This is an optimization exercise on Yosys and OpenROAD, whose aim is small area, a short achievable clock period and few clock cycles per item, not a production implementation. At most, simulation tests tie the RTL to the original design; equivalence was not proved. Power is estimated from default activity; no workload was simulated.

==> 08-12 <==
## securec_core
module securec_core (
    input  wire       clk,
    input  wire       rst,       
    input  wire       we,        
    input  wire [4:0] addr,      
    input  wire [7:0] wdata,     
    output reg  [7:0] rdata,     
    output reg        trig       
);
    localparam [1:0] ST_FIN  = 2'd0;    
    localparam [1:0] ST_MZ   = 2'd1;    
    localparam [1:0] ST_SQR  = 2'd2;    
    localparam [1:0] ST_MUL  = 2'd3;    
    reg [1:0] st;
    reg       done;
    reg       err_mz;
    reg       err_ill;
    reg [7:0] res;        
    reg       tag_exp;    
    reg       one;        
    reg [7:0] ib0, ib1, ib2, ib3, ib4, ib5, ib6, ib7;
    function [16:0] add16;
        input [15:0] x;
        input [15:0] y;
        reg [15:0] g, p, G, P;
        begin
            g = x & y;
            p = x ^ y;
            G = g; P = p;
            G[1] = G[1] | (P[1] & G[0]); P[1] = P[1] & P[0];
            G[3] = G[3] | (P[3] & G[2]); P[3] = P[3] & P[2];
            G[5] = G[5] | (P[5] & G[4]); P[5] = P[5] & P[4];
            G[7] = G[7] | (P[7] & G[6]); P[7] = P[7] & P[6];
            G[9] = G[9] | (P[9] & G[8]); P[9] = P[9] & P[8];
            G[11] = G[11] | (P[11] & G[10]); P[11] = P[11] & P[10];
            G[13] = G[13] | (P[13] & G[12]); P[13] = P[13] & P[12];
            G[15] = G[15] | (P[15] & G[14]); P[15] = P[15] & P[14];
  ...
clock: 38.0 ns
lec_check: 0
abc_area: 1
cap_margin: 20
core_margin: 2
core_utilization: 60
slew_margin: 20
standard.sh (not shown) runs the stock make flow with config.mk's settings and CLKGATE_MAP_FILE= SYNTH_SCRIPT=/design/flow/synth_recipe.tcl, a recipe that flattens the netlist after the stock synthesis.
==> flow/flow/run.sh <==
#!/bin/bash
# The standard layout (standard.sh), with two changes of setting:
# - plain buffers (buf_2) on the input and output ports, not the delay
#   buffer that buffer_ports picks by default;
# - timing repair aimed at a setup slack of 22 ns, so that it works on the
#   paths of the period the design reaches, not only on the clock period.
# The make output goes to standard.log; ORFS's own logs are under orfs/logs.
set -euo pipefail
bash standard.sh "BUFFER_PORTS_ARGS=-buffer_cell sky130_fd_sc_hd__buf_2" SETUP_SLACK_MARGIN=22 finish > standard.log 2>&1
==> 06-26: changes against 08-12 <==
--- a/flow/design.v
+++ b/flow/design.v
@@ -23,11 +23,11 @@
         input [15:0] x;
         input [15:0] y;
         reg [15:0] g, p, G, P;
         begin
             g = x & y;
-            p = x ^ y;
+            p = x | y;
             G = g; P = p;
             G[1] = G[1] | (P[1] & G[0]); P[1] = P[1] & P[0];
             G[3] = G[3] | (P[3] & G[2]); P[3] = P[3] & P[2];
             G[5] = G[5] | (P[5] & G[4]); P[5] = P[5] & P[4];
             G[7] = G[7] | (P[7] & G[6]); P[7] = P[7] & P[6];
@@ -57,44 +57,15 @@
             G[11] = G[11] | (P[11] & G[7]); P[11] = P[11] & P[7];
             G[12] = G[12] | (P[12] & G[7]); P[12] = P[12] & P[7];
             G[13] = G[13] | (P[13] & G[7]); P[13] = P[13] & P[7];
             G[14] = G[14] | (P[14] & G[7]); P[14] = P[14] & P[7];
             G[15] = G[15] | (P[15] & G[7]); P[15] = P[15] & P[7];
-            add16[0] = p[0];
-            add16[15:1] = p[15:1] ^ G[14:0];
+            add16[0] = x[0] ^ y[0];
+            add16[15:1] = (x[15:1] ^ G[14:0]) ^ y[15:1];
             add16[16] = G[15];
         end
     endfunction
-    function [10:0] sub10;
-        input [9:0] x;
-        input [9:0] y;
-        reg [9:0] g, p, G, P;
-        begin
-            g = x & ~y;
-            p = ~(x ^ y);
-            G = g; P = p;
-            G[0] = g[0] | p[0];
-            G[1] = G[1] | (P[1] & G[0]); P[1] = P[1] & P[0];
-            G[3] = G[3] | (P[3] & G[2]); P[3] = P[3] & P[2];
-            G[5] = G[5] | (P[5] & G[4]); P[5] = P[5] & P[4];
-            G[7] = G[7] | (P[7] & G[6]); P[7] = P[7] & P[6];
-            G[9] = G[9] | (P[9] & G[8]); P[9] = P[9] & P[8];
-            G[2] = G[2] | (P[2] & G[1]); P[2] = P[2] & P[1];
-            G[3] = G[3] | (P[3] & G[1]); P[3] = P[3] & P[1];
-            G[6] = G[6] | (P[6] & G[5]); P[6] = P[6] & P[5];
-            G[7] = G[7] | (P[7] & G[5]); P[7] = P[7] & P[5];
-            G[4] = G[4] | (P[4] & G[3]); P[4] = P[4] & P[3];
-            G[5] = G[5] | (P[5] & G[3]); P[5] = P[5] & P[3];
-            G[6] = G[6] | (P[6] & G[3]); P[6] = P[6] & P[3];
-            G[7] = G[7] | (P[7] & G[3]); P[7] = P[7] & P[3];
-            G[8] = G[8] | (P[8] & G[7]); P[8] = P[8] & P[7];
-            G[9] = G[9] | (P[9] & G[7]); P[9] = P[9] & P[7];
-            sub10[0] = ~p[0];
-            sub10[9:1] = p[9:1] ^ G[8:0];
-            sub10[10] = ~G[9];
-        end
-    endfunction
     function [15:0] mul8;
         input [7:0] a;
         input [7:0] b;
         reg [15:0] s, c;
         reg w1, w2, w3, w4, w5, w6, w7, w8, w9, w10, w11, w12, w13, w14, w15, w16, w17, w18, w19, w20, w21, w22, w23, w24, w25, w26, w27, w28, w29, w30, w31, w32, w33, w34, w35, w36, w37, w38, w39, w40, w41, w42, w43, w44, w45, w46, w47, w48, w49, w50, w51, w52, w53, w54, w55, w56, w57, w58, w59, w60, w61, w62, w63, w64, w65, w66, w67, w68, w69, w70, w71, w72, w73, w74, w75, w76, w77, w78, w79, w80, w81, w82, w83, w84;
@@ -172,41 +143,84 @@
             s[14] = (a[7] & b[7]);
             c[14] = w84;
             mul8 = add16(s, c);
         end
     endfunction
+    function [9:0] sub9;
+        input [8:0] x;
+        input [8:0] y;
+        reg [8:0] g, p, G, P;
+        begin
+            g = x & y;
+            p = x | y;
+            G = g; P = p;
+            G[0] = g[0] | p[0];
+            G[1] = G[1] | (P[1] & G[0]); P[1] = P[1] & P[0];
+            G[3] = G[3] | (P[3] & G[2]); P[3] = P[3] & P[2];
+            G[5] = G[5] | (P[5] & G[4]); P[5] = P[5] & P[4];
+            G[7] = G[7] | (P[7] & G[6]); P[7] = P[7] & P[6];
+            G[2] = G[2] | (P[2] & G[1]); P[2] = P[2] & P[1];
+            G[3] = G[3] | (P[3] & G[1]); P[3] = P[3] & P[1];
+            G[6] = G[6] | (P[6] & G[5]); P[6] = P[6] & P[5];
+            G[7] = G[7] | (P[7] & G[5]); P[7] = P[7] & P[5];
+            G[4] = G[4] | (P[4] & G[3]); P[4] = P[4] & P[3];
+            G[5] = G[5] | (P[5] & G[3]); P[5] = P[5] & P[3];
+            G[6] = G[6] | (P[6] & G[3]); P[6] = P[6] & P[3];
+            G[7] = G[7] | (P[7] & G[3]); P[7] = P[7] & P[3];
+            G[8] = G[8] | (P[8] & G[7]); P[8] = P[8] & P[7];
+            sub9[0] = ~(x[0] ^ y[0]);
+            sub9[8:1] = (x[8:1] ^ G[7:0]) ^ y[8:1];
+            sub9[9] = ~G[8];
+        end
+    endfunction
     function [7:0] modmul;
         input [7:0] a;
         input [7:0] b;
         input [7:0] n;
         reg [15:0] p;
         reg [9:0]  x, n3;
         reg [10:0] t1, t2, t3;
-        integer    i;
+        reg [9:0]  u;
         begin
             p  = mul8(a, b);
             n3 = {2'b00, n} + {1'b0, n, 1'b0};
             x  = {2'b00, p[15:8]};
-            for (i = 3; i >= 0; i = i - 1) begin
-                x  = {x[7:0], p[2*i+1], p[2*i]};
-                t1 = sub10(x, {2'b00, n});
-                t2 = sub10(x, {1'b0, n, 1'b0});
-                t3 = sub10(x, n3);
-                if (!t3[10])      x = t3[9:0];
-                else if (!t2[10]) x = t2[9:0];
-                else if (!t1[10]) x = t1[9:0];
-            end
+            u  = {1'b0, x[7:0], p[7]};
+            t1[9:0] = sub9(u[8:0], ~{1'b0, n});
+            x  = t1[9] ? u : {1'b0, t1[8:0]};
+            u  = {1'b0, x[7:0], p[6]};
+            t1[9:0] = sub9(u[8:0], ~{1'b0, n});
+            x  = t1[9] ? u : {1'b0, t1[8:0]};
+            u  = {1'b0, x[7:0], p[5]};
+            t1[9:0] = sub9(u[8:0], ~{1'b0, n});
+            x  = t1[9] ? u : {1'b0, t1[8:0]};
+            u  = {1'b0, x[7:0], p[4]};
+            t1[9:0] = sub9(u[8:0], ~{1'b0, n});
+            x  = t1[9] ? u : {1'b0, t1[8:0]};
+            u  = {1'b0, x[7:0], p[3]};
+            t1[9:0] = sub9(u[8:0], ~{1'b0, n});
+            x  = t1[9] ? u : {1'b0, t1[8:0]};
+            u  = {1'b0, x[7:0], p[2]};
+            t1[9:0] = sub9(u[8:0], ~{1'b0, n});
+            x  = t1[9] ? u : {1'b0, t1[8:0]};
+            u  = {1'b0, x[7:0], p[1]};
+            t1[9:0] = sub9(u[8:0], ~{1'b0, n});
+            x  = t1[9] ? u : {1'b0, t1[8:0]};
+            u  = {1'b0, x[7:0], p[0]};
+            t1[9:0] = sub9(u[8:0], ~{1'b0, n});
+            x  = t1[9] ? u : {1'b0, t1[8:0]};
             modmul = x[7:0];
         end
     endfunction
     wire       cmd_write = we && (addr == 5'h00) && !trig;
     wire [7:0] mul_a     = !trig ? 8'd1 : (st[0] ? res : ib0);
     wire [7:0] mm        = modmul(mul_a, ib0, ib2);
     wire [7:0] cmp_or = (ib0 ^ 8'h69) | (ib1 ^ 8'h6E) | (ib2 ^ 8'h66) | (ib3 ^ 8'h69) |
                         (ib4 ^ 8'h6E) | (ib5 ^ 8'h65) | (ib6 ^ 8'h6F) | (ib7 ^ 8'h6E);
     wire ib_write = we && !trig && (addr[4:3] == 2'b10);
     wire [7:0] e_shr = {1'b0, ib1[7:1]};
+    wire       b01   = (ib0[7:1] == 7'd0);    
     always @(posedge clk) begin
         if (ib_write) begin
             case (addr[2:0])
                 3'd0: ib0 <= wdata;
                 3'd1: ib1 <= wdata;
@@ -268,11 +282,15 @@
                 ST_MZ: begin
                     trig   <= 1'b0;
                     err_mz <= 1'b1;
                 end
                 ST_SQR: begin
-                    if (ib1[0]) begin
+                    if (b01) begin
+                        if (one || !ib0[0]) res <= ib0;
+                        trig <= 1'b0;
+                        done <= 1'b1;
+                    end else if (ib1[0]) begin
                         if (one) begin
                             res <= mm;
                             one <= 1'b0;
                             if (e_shr == 8'd0) begin
                                 trig <= 1'b0;
@@ -283,11 +301,11 @@
                         end
                     end
                 end
                 default: begin
                     res <= mm;
-                    if (e_shr == 8'd0) begin
+                    if (e_shr == 8'd0 || b01) begin
                         trig <= 1'b0;
                         done <= 1'b1;
                     end else begin
                         st <= ST_SQR;
                     end
==> flow/flow/run.sh (replaced) <==
#!/bin/bash
# The standard layout (standard.sh), with these changes of setting:
# - plain buffers (buf_2) on the input and output ports, not the delay
#   buffer that buffer_ports picks by default;
# - timing repair aimed at a setup slack of 22 ns, so that it works on the
#   paths of the period the design reaches, not only on the clock period;
# - clock tree from clkbuf_8 buffers, without dummy loads.
# The make output goes to standard.log; ORFS's own logs are under orfs/logs.
set -euo pipefail
bash standard.sh "BUFFER_PORTS_ARGS=-buffer_cell sky130_fd_sc_hd__buf_2" SETUP_SLACK_MARGIN=22 \
  "CTS_ARGS=-sink_clustering_enable -repair_clock_nets -buf_list sky130_fd_sc_hd__clkbuf_8 -dont_use_dummy_load" \
  finish > standard.log 2>&1
--- a/flow/config.mk
+++ b/flow/config.mk
@@ -6,7 +6,7 @@
 export NUM_CORES = 4
 export LEC_CHECK = 0
 export ABC_AREA = 1
 export CAP_MARGIN = 20
 export CORE_MARGIN = 2
-export CORE_UTILIZATION = 60
+export CORE_UTILIZATION = 40
 export SLEW_MARGIN = 20
==> comparison table <==
|  | 08-12 | 06-26 |
|---|---|---|
| Status | no timing/DRC/antenna violations | no timing/DRC/antenna violations |
| Pin slew with the least headroom to its limit | 1.02 ns | 0.860 ns |
| Main power-consuming group | registers | combinational cells |
| Multi-input logic portion of the cell area | 0.643 | 0.594 |
| Post-synth top area share | 0.232 | 0.242 |
| Data arrival time of the critical path | 8.51 ns | 8.56 ns |
| Effective utilization at floorplan | 0.617 | 0.404 |
| Clock group | 0.0000857 W | 0.0000473 W |
| Critical path depth | 8 | 9 |
| Hold Startpoint | err_mz$_SDFFE_PP0P_ | done$_SDFFE_PP0P_ |
| Global routing met2 resource utilization | 0.474 | 0.367 |
| Detail-routed net length per standard cell | 17.6 um | 13.8 um |
| P_leak | 5.20 nW | 5.14 nW |
| Share of the core filled with cells in the final layout | 0.665 | 0.430 |
| Pwr Density | 26.2 nW/um^2 | 71.9 nW/um^2 |
| Remaining max-slew budget at the tightest pin | 0.313 | 0.421 |
| Wl on met1 | 11.7 mm | 11.0 mm |
| Share of the yosys chip area belonging to registers | 0.240 | 0.251 |
Testbench counts of 06-26, summed over its fixed seeds: cycles 15,360, cmds 1,280.
The RTL of 08-12 was laid out without a check of its function.

## what the ideal ports hide
How much do the figures lean on ideal ports? The routed layouts below were timed once more, with nothing changed but the port constraints.
Step 1: set_driving_cell puts a clkbuf_16 on clk and a buf_2 on each other input, an assumption about the parent block.
Step 2 also shifts input and output timing later by t, the mid clock arrival at the registers, as if the neighbouring blocks saw the same clock.
Slacks: ideal ports / drivers / drivers and shift; pairs: ideal ports / drivers.
| run | t, ns | setup WS [ns] | slew at the worst register clock pin (ns) |
|---|---|---|---|
| 08-12 | 0.373 | 21.887 / 21.854 / 21.854 | 0.06 / 0.06 |
| 06-26 | 0.378 | 21.844 / 21.809 / 21.809 | 0.08 / 0.08 |
After both steps setup and hold are still met in every run listed. The setup slack of 06-26, which loses most, moves by -0.035 ns with the drivers and by -0.035 ns with both steps.
